This is an optimization exercise on Yosys and OpenROAD, whose aim is small area and a short achievable clock period, not a production implementation. At most, simulation tests tie the RTL to the original design; equivalence was not proved.

==> inputs of run a <==
==> flow/design.v <==
module cga_qenc (
    input  wire       clk,
    input  wire       rst,         
    input  wire       in_valid,
    input  wire       in_sol,      
    input  wire [7:0] in_r,
    input  wire [7:0] in_g,
    input  wire [7:0] in_b,
    output reg        out_valid,
    output reg  [3:0] out_idx,
    output reg  [7:0] out_comp0,   
    output reg  [7:0] out_comp1    
);
    function [63:0] wave_row;
        input [2:0] hue;
        case (hue)
            3'd0: wave_row = 64'h00_00_00_00_00_00_00_00;
            3'd1: wave_row = 64'h00_00_38_C8_FF_FF_B0_20;
            3'd2: wave_row = 64'hFF_D0_60_10_00_28_A0_F8;
            3'd3: wave_row = 64'hFF_FF_F0_A8_40_58_C0_FF;
            3'd4: wave_row = 64'h20_B0_FF_FF_C8_38_00_00;
            3'd5: wave_row = 64'h68_E0_FF_FF_F8_98_30_18;
            3'd6: wave_row = 64'h10_60_D0_FF_E8_78_08_00;
            default: wave_row = 64'hFF_FF_FF_FF_FF_FF_FF_FF;
        endcase
    endfunction
    function [511:0] enc_table;
        input dummy;
        integer h, p;
        reg [63:0] row;
        reg [17:0] prod;
        begin
            enc_table = 512'd0;
            for (h = 0; h < 8; h = h + 1) begin
                row = wave_row(h[2:0]);
                for (p = 0; p < 8; p = p + 1) begin
                    prod = row[63 - 8*p -: 8] * 18'd768;
                    enc_table[16*(4*h + p/2) + 8*(1 - p%2) +: 8] = prod[17:10];
                end
            end
        end
    endfunction
    localparam [511:0] ENC = enc_table(1'b0);
    function [7:0] bright;
        input [7:0] v;
        input       i3;
        bright = {v[7:6] + {1'b0, i3}, v[5:0]};
    endfunction
    function [6:0] dist_m;
        input [7:0] c;
        if (c <= 8'd85)       dist_m = c[6:0];
        else if (c >= 8'd170) dist_m = c - 8'd170;
        else                  dist_m = 8'd170 - c;
    endfunction
    function [3:0] quant;
        input [7:0] r, g, b;
        reg        lr, lg, lb, reg6;
        reg [6:0]  mr, mg, mb, hg7;
        reg [7:0]  mrb;
        reg [8:0]  msum, ksum;
        reg        k_ok, bbd, brown, dark;
        reg [3:0]  didx;
        begin
            lr = r > 8'd85;
            lg = g > 8'd85;
            lb = b > 8'd85;
            reg6 = lr & lg & ~lb;
            mr = dist_m(r); mg = dist_m(g); mb = dist_m(b);
            mrb  = mr + mb;
            msum = mrb + mg;
            hg7  = (g > 8'd170) ? {g[5:0] - 6'd42, 1'b0} : 7'd0;
            ksum = mrb + hg7;
            k_ok = (r >= 8'd85) && (b <= 8'd85) && (g <= 8'd212) && (ksum <= 9'd85);
            if (reg6)
                bbd = ({r, 1'b0} >= {1'b0, g} + 9'd43) && ({1'b0, g} + {b, 1'b0} <= 10'd297);
            else
                bbd = (g >= 8'd43) && (g <= 8'd127);
            brown = k_ok & bbd;
            if (reg6)
                dark = ({1'b0, msum} + {r, 1'b0} <= 10'd297) || (msum + 9'd43 <= {b, 1'b0});
            else
                dark = msum <= 9'd127;
            if (reg6)
                didx = ({1'b0, r} + {1'b0, b} <= 9'd170) ? 4'd2 : 4'd7;
            else
                didx = {1'b0, lr, lg, lb};
            if (brown)
                quant = 4'd6;
            else if (dark)
                quant = didx;
            else
                quant = {1'b1, r > 8'd170, g > 8'd170, b > 8'd170};
        end
    endfunction
    reg  [1:0] col_cnt;                         
    wire [1:0] in_hdot = in_sol ? 2'd0 : col_cnt;
    reg        s1_valid;
    reg  [1:0] s1_hdot;
    reg  [7:0] s1_r, s1_g, s1_b;
    always @(posedge clk) begin
        if (rst) begin
            col_cnt  <= 2'd0;
            s1_valid <= 1'b0;
        end else begin
            s1_valid <= in_valid;
            if (in_valid)
                col_cnt <= in_hdot + 2'd1;
        end
        s1_hdot <= in_hdot;
        s1_r    <= in_r;
        s1_g    <= in_g;
        s1_b    <= in_b;
    end
    reg  [1:0] s2_hdot;
    always @(posedge clk) begin
        if (rst)
            out_valid <= 1'b0;
        else
            out_valid <= s1_valid;
        s2_hdot <= s1_hdot;
        out_idx <= quant(s1_r, s1_g, s1_b);
    end
    reg  [15:0] enc_v;
    always @* begin
        enc_v     = ENC[16*{out_idx[2:0], s2_hdot} +: 16];
        out_comp0 = bright(enc_v[15:8], out_idx[3]);
        out_comp1 = bright(enc_v[7:0], out_idx[3]);
    end
endmodule
==> flow/run.sh <==
#!/bin/bash
# synth_recipe.tcl (not shown) runs the flow's synth.tcl, then flattens the netlist and writes it again
# the make line also repeats each setting of config.mk as NAME=value (left out here)
make -C /OpenROAD-flow-scripts/flow DESIGN_CONFIG=/design/flow/config.mk WORK_HOME=/design/flow/orfs CLKGATE_MAP_FILE= SYNTH_SCRIPT=/design/flow/synth_recipe.tcl finish
==> flow/config.mk <==
export PLATFORM = sky130hd
export DESIGN_NAME = cga_qenc
export DESIGN_NICKNAME = cga_qenc
export VERILOG_FILES = /design/flow/design.v
export SDC_FILE = /design/flow/constraint.sdc
export NUM_CORES = 4
export LEC_CHECK = 0
export CAP_MARGIN = 20
export CORE_MARGIN = 2
export CORE_UTILIZATION = 40
export PLACE_DENSITY = 0.6
export SLEW_MARGIN = 20
==> flow/constraint.sdc <==
create_clock -name core_clock -period 40.0 [get_ports {clk}]
set_input_delay 8.0000 -clock core_clock [delete_from_list [all_inputs] [get_ports {clk}]]
set_output_delay 8.0000 -clock core_clock [all_outputs]
set_load 0.01 [all_outputs]
==> run b (differences from run a) <==
==> flow/design.v, changed modules only <==
module cga_qenc (
    input  wire       clk,
    input  wire       rst,         
    input  wire       in_valid,
    input  wire       in_sol,      
    input  wire [7:0] in_r,
    input  wire [7:0] in_g,
    input  wire [7:0] in_b,
    output reg        out_valid,
    output reg  [3:0] out_idx,
    output reg  [7:0] out_comp0,   
    output reg  [7:0] out_comp1    
);
    function [63:0] wave_row;
        input [2:0] hue;
        case (hue)
            3'd0: wave_row = 64'h00_00_00_00_00_00_00_00;
            3'd1: wave_row = 64'h00_00_38_C8_FF_FF_B0_20;
            3'd2: wave_row = 64'hFF_D0_60_10_00_28_A0_F8;
            3'd3: wave_row = 64'hFF_FF_F0_A8_40_58_C0_FF;
            3'd4: wave_row = 64'h20_B0_FF_FF_C8_38_00_00;
            3'd5: wave_row = 64'h68_E0_FF_FF_F8_98_30_18;
            3'd6: wave_row = 64'h10_60_D0_FF_E8_78_08_00;
            default: wave_row = 64'hFF_FF_FF_FF_FF_FF_FF_FF;
        endcase
    endfunction
    function [511:0] enc_table;
        input dummy;
        integer h, p;
        reg [63:0] row;
        reg [17:0] prod;
        begin
            enc_table = 512'd0;
            for (h = 0; h < 8; h = h + 1) begin
                row = wave_row(h[2:0]);
                for (p = 0; p < 8; p = p + 1) begin
                    prod = row[63 - 8*p -: 8] * 18'd768;
                    enc_table[16*(4*h + p/2) + 8*(1 - p%2) +: 8] = prod[17:10];
                end
            end
        end
    endfunction
    localparam [511:0] ENC = enc_table(1'b0);
    function [7:0] bright;
        input [7:0] v;
        input       i3;
        bright = {v[7:6] + {1'b0, i3}, v[5:0]};
    endfunction
    function [10:0] radd;             
        input [9:0] a, b;
        input       ci;
        integer k;
        reg c;
        begin
            c = ci;
            for (k = 0; k < 10; k = k + 1) begin
                radd[k] = a[k] ^ b[k] ^ c;
                c = (a[k] & b[k]) | (a[k] & c) | (b[k] & c);
            end
            radd[10] = c;
        end
    endfunction
    function rge;                     
        input [9:0] a, b;
        reg [10:0] t;
        begin
            t   = radd(a, ~b, 1'b1);
            rge = t[10];
        end
    endfunction
    function [9:0] rsum;
        input [9:0] a, b;
        reg [10:0] t;
        begin
            t    = radd(a, b, 1'b0);
            rsum = t[9:0];
        end
    endfunction
    function [6:0] dist_m;
        input [7:0] c;
        reg [9:0] t;
        begin
            if (!rge({2'b00, c}, 10'd86))
                dist_m = c[6:0];
            else if (rge({2'b00, c}, 10'd170))
                begin t = rsum({2'b00, c}, 10'h356); dist_m = t[6:0]; end    
            else
                begin t = rsum({2'b00, ~c}, 10'd171); dist_m = t[6:0]; end   
        end
    endfunction
    function [3:0] quant;
        input [7:0] r, g, b;
        reg        lr, lg, lb, hr, hg, hb, reg6, pick2;
        reg [6:0]  mr, mg, mb, mm, hg7, tg;
        reg [9:0]  mrb, msum, ksum, m2, t;
        reg        k_ok, bbd, brown, dark;
        reg [3:0]  didx;
        begin
            lr = rge({2'b00, r}, 10'd86);
            lg = rge({2'b00, g}, 10'd86);
            lb = rge({2'b00, b}, 10'd86);
            hr = rge({2'b00, r}, 10'd171);
            hg = rge({2'b00, g}, 10'd171);
            hb = rge({2'b00, b}, 10'd171);
            mr = dist_m(r); mg = dist_m(g); mb = dist_m(b);
            mrb  = rsum({3'b000, mr}, {3'b000, mb});
            msum = rsum(mrb, {3'b000, mg});
            reg6  = lr & lg & ~lb;
            pick2 = ~hr & rge({3'b000, mr}, {3'b000, mb});
            mm    = pick2 ? mr : mb;
            m2    = {2'b00, mm, 1'b0};
            if (reg6)
                dark = rge(m2, rsum(msum, 10'd43));
            else
                dark = !rge(msum, 10'd128);
            didx = reg6 ? (pick2 ? 4'd2 : 4'd7) : {1'b0, lr, lg, lb};
            tg   = rsum({2'b00, g}, 10'h3D6);                   
            hg7  = hg ? {tg[5:0], 1'b0} : 7'd0;                
            ksum = rsum(mrb, {3'b000, hg7});
            k_ok = rge({2'b00, r}, 10'd85) && !lb &&
                   !rge({2'b00, g}, 10'd213) && !rge(ksum, 10'd86);
            if (reg6)
                bbd = !rge(rsum({2'b00, g}, m2), 10'd298);
            else
                bbd = rge({2'b00, g}, 10'd43) && !rge({2'b00, g}, 10'd128);
            brown = k_ok & bbd;
            if (brown)
                quant = 4'd6;
            else if (dark)
                quant = didx;
            else
                quant = {1'b1, hr, hg, hb};
        end
    endfunction
    reg  [1:0] last_hdot;
    wire [1:0] in_hdot = in_sol ? 2'd0 : last_hdot + 2'd1;
    reg        s1_valid;
    reg  [7:0] s1_r, s1_g, s1_b;
    wire [1:0] s1_hdot = last_hdot;
    always @(posedge clk) begin
        if (rst) begin
            last_hdot <= 2'd3;
            s1_valid  <= 1'b0;
        end else begin
            s1_valid <= in_valid;
            if (in_valid)
                last_hdot <= in_hdot;
        end
        s1_r <= in_r;
        s1_g <= in_g;
        s1_b <= in_b;
    end
    wire [3:0]  q_idx = quant(s1_r, s1_g, s1_b);
    wire [15:0] enc_v = ENC[16*{q_idx[2:0], s1_hdot} +: 16];
    always @(posedge clk) begin
        if (rst)
            out_valid <= 1'b0;
        else
            out_valid <= s1_valid;
        out_idx   <= q_idx;
        out_comp0 <= bright(enc_v[15:8], q_idx[3]);
        out_comp1 <= bright(enc_v[7:0], q_idx[3]);
    end
endmodule
==> flow/flow/run.sh (new file) <==
#!/bin/bash
# The standard layout (standard.sh), with three changes:
#  - synthesis maps the logic with flow/abc_area.script (area-oriented),
#  - no separate full/half-adder extraction before that mapping,
#  - the port buffers are buf_1 cells.
set -euo pipefail
here=$PWD
export MY_ABC_SCRIPT=$here/flow/abc_area.script
bash standard.sh SYNTH_SCRIPT=$here/flow/my_synth.tcl ADDER_MAP_FILE= \
  "BUFFER_PORTS_ARGS=-buffer_cell sky130_fd_sc_hd__buf_1" finish > standard.log 2>&1
==> flow/flow/abc_area.script (new file) <==
strash
&get -n
&deepsyn -T 60
&put
dch -f
amap
topo
==> flow/flow/my_synth.tcl (new file) <==
# synth_recipe.tcl, with the logic mapped by this flow's own ABC script
# (flow/abc_area.script) in place of the platform's. Registers, their names
# and everything else are as in the standard synthesis.
proc synth {args} { yosys synth -nofsm -noshare {*}$args }
proc abc {args} {
  set i [lsearch -exact $args -script]
  if { $i >= 0 } { lset args [expr { $i + 1 }] $::env(MY_ABC_SCRIPT) }
  yosys abc {*}$args
}
source $::env(SCRIPTS_DIR)/synth.tcl
# left out here: clear keep_hierarchy, flatten, clean up, hide names made inside functions, write 1_2_yosys.v
==> flow/standard.sh (new file) <==
#!/bin/bash
# synth_recipe.tcl (not shown) runs the flow's synth.tcl, then flattens the netlist and writes it again
# the make line also repeats each setting of config.mk as NAME=value (left out here)
make -C /OpenROAD-flow-scripts/flow DESIGN_CONFIG=/design/flow/config.mk WORK_HOME=/design/flow/orfs CLKGATE_MAP_FILE= SYNTH_SCRIPT=/design/flow/synth_recipe.tcl "${@:-finish}"
Settings changed: ABC_AREA set to 1.
removed: flow/run.sh
==> comparison table <==
quantity                                                                      run b                  run a
Run status                                                           finished clean         finished clean
Largest area contributor in the synthesized netlist        sky130_fd_sc_hd__dfxtp_1  sky130_fd_sc_hd__ha_1
Vias per std cell                                                              5.44                   5.64
Worst setup margin                                                         31.06 ns               29.04 ns
Part of the Yosys area used for sequential elements                           35.8%                  13.9%
Endpoint with the worst hold slack                                        out_valid             s2_hdot[0]
Hold_ws                                                                    0.461 ns               0.322 ns
Yosys reg bits                                                                   48                     36
Launch instance of the worst register-to-register path                      s1_r[7]                s1_b[1]
Clock insertion delay at the later pin of the skew report                   0.31 ns                0.29 ns
Share of cell area taken by multi-input logic gates                           50.3%                  70.7%
Clock buffer and inverter area fraction after layout                          3.15%                  2.42%
Largest driver fanout on the critical path                                       11                     13
Tapcell Cnt                                                                      77                    172
Register share of the cell area                                               31.4%                  12.1%
Simple logic cell fraction of the synthesized area                            25.0%                  19.1%
Final nets                                                                      485                    838
Launching element of the worst setup path                                   s1_r[7]             s2_hdot[1]
Leading cell type in the layout, fill and taps excluded     sky130_fd_sc_hd__nor2_1  sky130_fd_sc_hd__ha_1
Logic depth of the worst register-to-register path                               46                     29
Post-Synth Adder-Cell Area                                                       0%                  24.5%
Worst EP arrival                                                            9.11 ns                2.96 ns
Number of multi-input combinational cells                                       304                    572
DRC violation total after the first TritonRoute iteration                       151                    405
Clk sink count                                                                   48                     36
Yosys cell types                                                                 36                     69
No functional check of the RTL was part of run a.


==> 10-25 <==
Another version of the RTL of cga_qenc (not shown whole).
==> module cga_qenc, before the edit <==
module cga_qenc (
    input  wire       clk,
    input  wire       rst,         
    input  wire       in_valid,
    input  wire       in_sol,      
    input  wire [7:0] in_r,
    input  wire [7:0] in_g,
    input  wire [7:0] in_b,
    output reg        out_valid,
    output reg  [3:0] out_idx,
    output reg  [7:0] out_comp0,   
    output reg  [7:0] out_comp1    
);
    function [63:0] wave_row;
        input [2:0] hue;
        case (hue)
            3'd0: wave_row = 64'h00_00_00_00_00_00_00_00;
            3'd1: wave_row = 64'h00_00_38_C8_FF_FF_B0_20;
            3'd2: wave_row = 64'hFF_D0_60_10_00_28_A0_F8;
            3'd3: wave_row = 64'hFF_FF_F0_A8_40_58_C0_FF;
            3'd4: wave_row = 64'h20_B0_FF_FF_C8_38_00_00;
            3'd5: wave_row = 64'h68_E0_FF_FF_F8_98_30_18;
            3'd6: wave_row = 64'h10_60_D0_FF_E8_78_08_00;
            default: wave_row = 64'hFF_FF_FF_FF_FF_FF_FF_FF;
        endcase
    endfunction
    function [7:0] wave_b;
        input [2:0] hue;
        input [2:0] p;
        reg [63:0] row;
        begin
            row = wave_row(hue);
            wave_b = row[63 - 8*p -: 8];
        end
    endfunction
    function [7:0] sample_i;
        input [3:0] idx;
        input [2:0] p;
        reg [17:0] prod;
        reg [8:0]  s;
        begin
            prod = wave_b(idx[2:0], p) * 18'd768;
            s    = {1'b0, prod[17:10]} + (idx[3] ? 9'd64 : 9'd0);
            sample_i = (s > 9'd255) ? 8'd255 : s[7:0];
        end
    endfunction
    function [7:0] term_z;             
        input [7:0] c;
        term_z = c[7] ? 8'd128 : {1'b0, c[6:0]};
    endfunction
    function [7:0] term_t;             
        input [7:0] c;
        if (c >= 8'd170)      term_t = c - 8'd170;
        else if (c <= 8'd42)  term_t = 8'd128;
        else                  term_t = 8'd170 - c;
    endfunction
    function [6:0] term_m;             
        input [7:0] c;
        if (c <= 8'd85)       term_m = c[6:0];
        else if (c >= 8'd170) term_m = c - 8'd170;
        else                  term_m = 8'd170 - c;
    endfunction
    function [3:0] quant;
        input [7:0] r, g, b;
        reg [7:0] zr, zg, zb, tr, tg, tb, hg;
        reg [6:0] mg, mb;
        reg       gl, bl, bh;
        reg [9:0] cost0, ca, c7, kb, in1, cost1;
        reg       brown, awin, rb1, lowin;
        reg [3:0] idx0, idx1;
        begin
            zr = term_z(r); zg = term_z(g); zb = term_z(b);
            tr = term_t(r); tg = term_t(g); tb = term_t(b);
            mg = term_m(g); mb = term_m(b);
            gl = g > 8'd85;
            bl = b > 8'd85;
            hg = (g > 8'd170) ? {g[6:0] - 7'd42, 1'b0} : 8'd0;   
            cost0 = zr + mg + mb;
            idx0  = {2'b00, gl, bl};
            ca    = zg + mb;                  
            c7    = tg + tb;                  
            kb    = zb + hg + 10'd43;         
            brown = (kb <= ca) && (kb <= c7);
            awin  = !brown && (ca <= c7);
            in1   = brown ? kb : (awin ? ca : c7);
            idx1  = brown ? 4'd6 : (awin ? {3'b010, bl} : 4'd7);
            cost1 = tr + in1;
            rb1   = brown ? (cost1 <= cost0) : (cost1 < cost0);
            if (rb1)
                lowin = brown ? (cost1 <= 10'd128) : (cost1 <= 10'd127);
            else
                lowin = cost0 <= 10'd127;
            if (lowin)
                quant = rb1 ? idx1 : idx0;
            else
                quant = {1'b1, r > 8'd170, g > 8'd170, b > 8'd170};
        end
    endfunction
    reg  [1:0] col_cnt;                         
    wire [1:0] in_hdot = in_sol ? 2'd0 : col_cnt;
    reg  [1:0] s1_hdot;
    always @(posedge clk) begin
        if (rst) begin
            col_cnt   <= 2'd0;
            out_valid <= 1'b0;
        end else begin
            out_valid <= in_valid;
            if (in_valid)
                col_cnt <= in_hdot + 2'd1;
        end
        s1_hdot <= in_hdot;
        out_idx <= quant(in_r, in_g, in_b);
    end
    always @* begin
        out_comp0 = sample_i(out_idx, {s1_hdot, 1'b0});
        out_comp1 = sample_i(out_idx, {s1_hdot, 1'b1});
    end
endmodule
clock: 40.0 ns
lec_check: 0
cap_margin: 20
core_margin: 2
core_utilization: 40
place_density: 0.6
slew_margin: 20
run.sh (not shown) runs the stock make flow with config.mk's settings and CLKGATE_MAP_FILE= SYNTH_SCRIPT=/design/flow/synth_recipe.tcl, a recipe that flattens the netlist after the stock synthesis.
Stock flow here: none of the scripts above is used.
==> 12-09: changes against 10-25 <==
==> flow/design.v (replaced) <==
module cga_qenc (
    input  wire       clk,
    input  wire       rst,         
    input  wire       in_valid,
    input  wire       in_sol,      
    input  wire [7:0] in_r,
    input  wire [7:0] in_g,
    input  wire [7:0] in_b,
    output reg        out_valid,
    output reg  [3:0] out_idx,
    output reg  [7:0] out_comp0,   
    output reg  [7:0] out_comp1    
);
    function [23:0] palette;      
        input [3:0] i;
        case (i)
            4'd0:  palette = 24'h000000;
            4'd1:  palette = 24'h0000AA;
            4'd2:  palette = 24'h00AA00;
            4'd3:  palette = 24'h00AAAA;
            4'd4:  palette = 24'hAA0000;
            4'd5:  palette = 24'hAA00AA;
            4'd6:  palette = 24'hAA5500;
            4'd7:  palette = 24'hAAAAAA;
            4'd8:  palette = 24'h555555;
            4'd9:  palette = 24'h5555FF;
            4'd10: palette = 24'h55FF55;
            4'd11: palette = 24'h55FFFF;
            4'd12: palette = 24'hFF5555;
            4'd13: palette = 24'hFF55FF;
            4'd14: palette = 24'hFFFF55;
            default: palette = 24'hFFFFFF;
        endcase
    endfunction
    function [63:0] wave_row;
        input [2:0] hue;
        case (hue)
            3'd0: wave_row = 64'h00_00_00_00_00_00_00_00;
            3'd1: wave_row = 64'h00_00_38_C8_FF_FF_B0_20;
            3'd2: wave_row = 64'hFF_D0_60_10_00_28_A0_F8;
            3'd3: wave_row = 64'hFF_FF_F0_A8_40_58_C0_FF;
            3'd4: wave_row = 64'h20_B0_FF_FF_C8_38_00_00;
            3'd5: wave_row = 64'h68_E0_FF_FF_F8_98_30_18;
            3'd6: wave_row = 64'h10_60_D0_FF_E8_78_08_00;
            default: wave_row = 64'hFF_FF_FF_FF_FF_FF_FF_FF;
        endcase
    endfunction
    function [7:0] wave_b;
        input [2:0] hue;
        input [2:0] p;
        reg [63:0] row;
        begin
            row = wave_row(hue);
            wave_b = row[63 - 8*p -: 8];
        end
    endfunction
    function [7:0] sample_i;
        input [3:0] idx;
        input [2:0] p;
        reg [17:0] prod;
        reg [8:0]  s;
        begin
            prod = wave_b(idx[2:0], p) * 18'd768;
            s    = {1'b0, prod[17:10]} + (idx[3] ? 9'd64 : 9'd0);
            sample_i = (s > 9'd255) ? 8'd255 : s[7:0];
        end
    endfunction
    function [17:0] pal_dist;
        input [7:0] r, g, b;
        input [3:0] i;
        reg [23:0] pe;
        reg signed [9:0] dr, dg, db;
        begin
            pe = palette(i);
            dr = $signed({2'b00, r}) - $signed({2'b00, pe[23:16]});
            dg = $signed({2'b00, g}) - $signed({2'b00, pe[15:8]});
            db = $signed({2'b00, b}) - $signed({2'b00, pe[7:0]});
            pal_dist = dr * dr + dg * dg + db * db;
        end
    endfunction
    reg  [1:0] col_cnt;                         
    wire [1:0] in_hdot = in_sol ? 2'd0 : col_cnt;
    reg        s1_valid;
    reg  [1:0] s1_hdot;
    reg  [7:0] s1_r, s1_g, s1_b;
    always @(posedge clk) begin
        if (rst) begin
            col_cnt  <= 2'd0;
            s1_valid <= 1'b0;
        end else begin
            s1_valid <= in_valid;
            if (in_valid)
                col_cnt <= in_hdot + 2'd1;
        end
        s1_hdot <= in_hdot;
        s1_r    <= in_r;
        s1_g    <= in_g;
        s1_b    <= in_b;
    end
    reg [3:0]  q_idx;
    reg [17:0] q_best_d;
    reg [17:0] q_d;
    integer    i;
    always @* begin
        q_idx    = 4'd0;
        q_best_d = pal_dist(s1_r, s1_g, s1_b, 4'd0);
        for (i = 1; i < 16; i = i + 1) begin
            q_d = pal_dist(s1_r, s1_g, s1_b, i[3:0]);
            if (q_d < q_best_d) begin
                q_idx    = i[3:0];
                q_best_d = q_d;
            end
        end
        if (s1_r == 8'h00 && s1_g == 8'h00 && s1_b == 8'h00)
            q_idx = 4'd0;
        if (s1_r == 8'hFF && s1_g == 8'hFF && s1_b == 8'hFF)
            q_idx = 4'd15;
    end
    reg        s2_valid;
    reg  [1:0] s2_hdot;
    reg  [3:0] s2_idx;
    always @(posedge clk) begin
        if (rst)
            s2_valid <= 1'b0;
        else
            s2_valid <= s1_valid;
        s2_hdot <= s1_hdot;
        s2_idx  <= q_idx;
    end
    always @(posedge clk) begin
        if (rst)
            out_valid <= 1'b0;
        else
            out_valid <= s2_valid;
        out_idx   <= s2_idx;
        out_comp0 <= sample_i(s2_idx, {s2_hdot, 1'b0});
        out_comp1 <= sample_i(s2_idx, {s2_hdot, 1'b1});
    end
endmodule
==> summary of the runs <==
Between 10-25 and 12-09, the lower sequential share of layout area is in 12-09 (gap 0.63 points).
In 12-09 the maximum frequency is smaller than in 10-25, by 53%.
The die area of 12-09 is 8.3 times that of 10-25.
Between 12-09 and 10-25, the lower flip-flop and latch count is in 10-25 (gap 48).
In 10-25 the critical path depth is lower than in 12-09, by 154.
Against 12-09, the global-route usage of 10-25 is lower by 4.3 points.
Against 12-09, the final area of 10-25 is lower by 88%.
Of 10-25 and 12-09, 12-09 has the higher synthesized cell count (gap 87%, measured against 12-09).
The cell count of 12-09 is 7.7 times that of 10-25.
==> figures <==
Vias in the first global route: 12-09 45600; 10-25 5484
Result of the run: 12-09 timing/DRC/antenna clean; 10-25 timing/DRC/antenna clean
Non-clk buf share: 12-09 0.0413; 10-25 0.0697
Simple-gate portion of the synthesized area: 12-09 0.104; 10-25 0.217
Placer congestion estimate: 12-09 0.988; 10-25 0.901
Filler Cells Inserted: 12-09 13600; 10-25 1666
Buffers plus inverters on the worst setup path: 12-09 25; 10-25 6
Post-layout nets: 12-09 8623; 10-25 1059
Worst Reg2Reg Path Length in Cells: 12-09 199; 10-25 5
Placeable core region: 12-09 135000 µm²; 10-25 15700 µm²
Transition time of the tightest slew-check pin: 12-09 1.12 ns; 10-25 0.831 ns
Post-layout instance count excluding filler cells: 12-09 8661; 10-25 1119
Reg-to-reg setup timing slack: 12-09 2.22 ns; 10-25 39.10 ns
Sequential portion of the cell area: 12-09 0.0195; 10-25 0.0258
CTS Sinks: 12-09 57; 10-25 9
GRT met1 Usage: 12-09 0.326; 10-25 0.275
Only the layout flow was run in 10-25; the RTL was not checked for function there.

## afterwards: timing with drivers on the ports
The results above use ideal ports. As a check the final layouts listed here were re-extracted and re-timed, cells and wires unchanged.
Step 1, drivers: a clkbuf_16 drives clk and a buf_2 each remaining input, both assumed.
Step 2 adds t to the input delays and takes it off the output delays; t is the mean of the earliest and latest rising clock arrival at the registers after step 1. Input paths then give back, and output paths get back, about the clock's delay inside the block.
Three values: ideal, step 1, step 2; two values: the first two.
run | shift t [ns] | slack for setup (ns) | hold slack, ns | worst setup path at the end | cell pins on the clock port's net
run a | 0.324 | 29.036 / 28.999 / 29.322 | 0.322 / 0.322 / 0.322 | register to output | 1
run b | 0.328 | 31.063 / 31.063 / 31.063 | 0.461 / 0.461 / 0.461 | register to register | 1
10-25 | 0.262 | 22.414 / 22.419 / 22.157 | 0.499 / 0.499 / 0.499 | input to register | 1
12-09 | 0.502 | 2.216 / 2.216 / 2.216 | 0.333 / 0.333 / 0.333 | register to register | 1
After both steps setup and hold are still met in every run listed. The setup slack of 10-25, which loses most, moves by +0.005 ns with the drivers and by -0.257 ns with both steps.
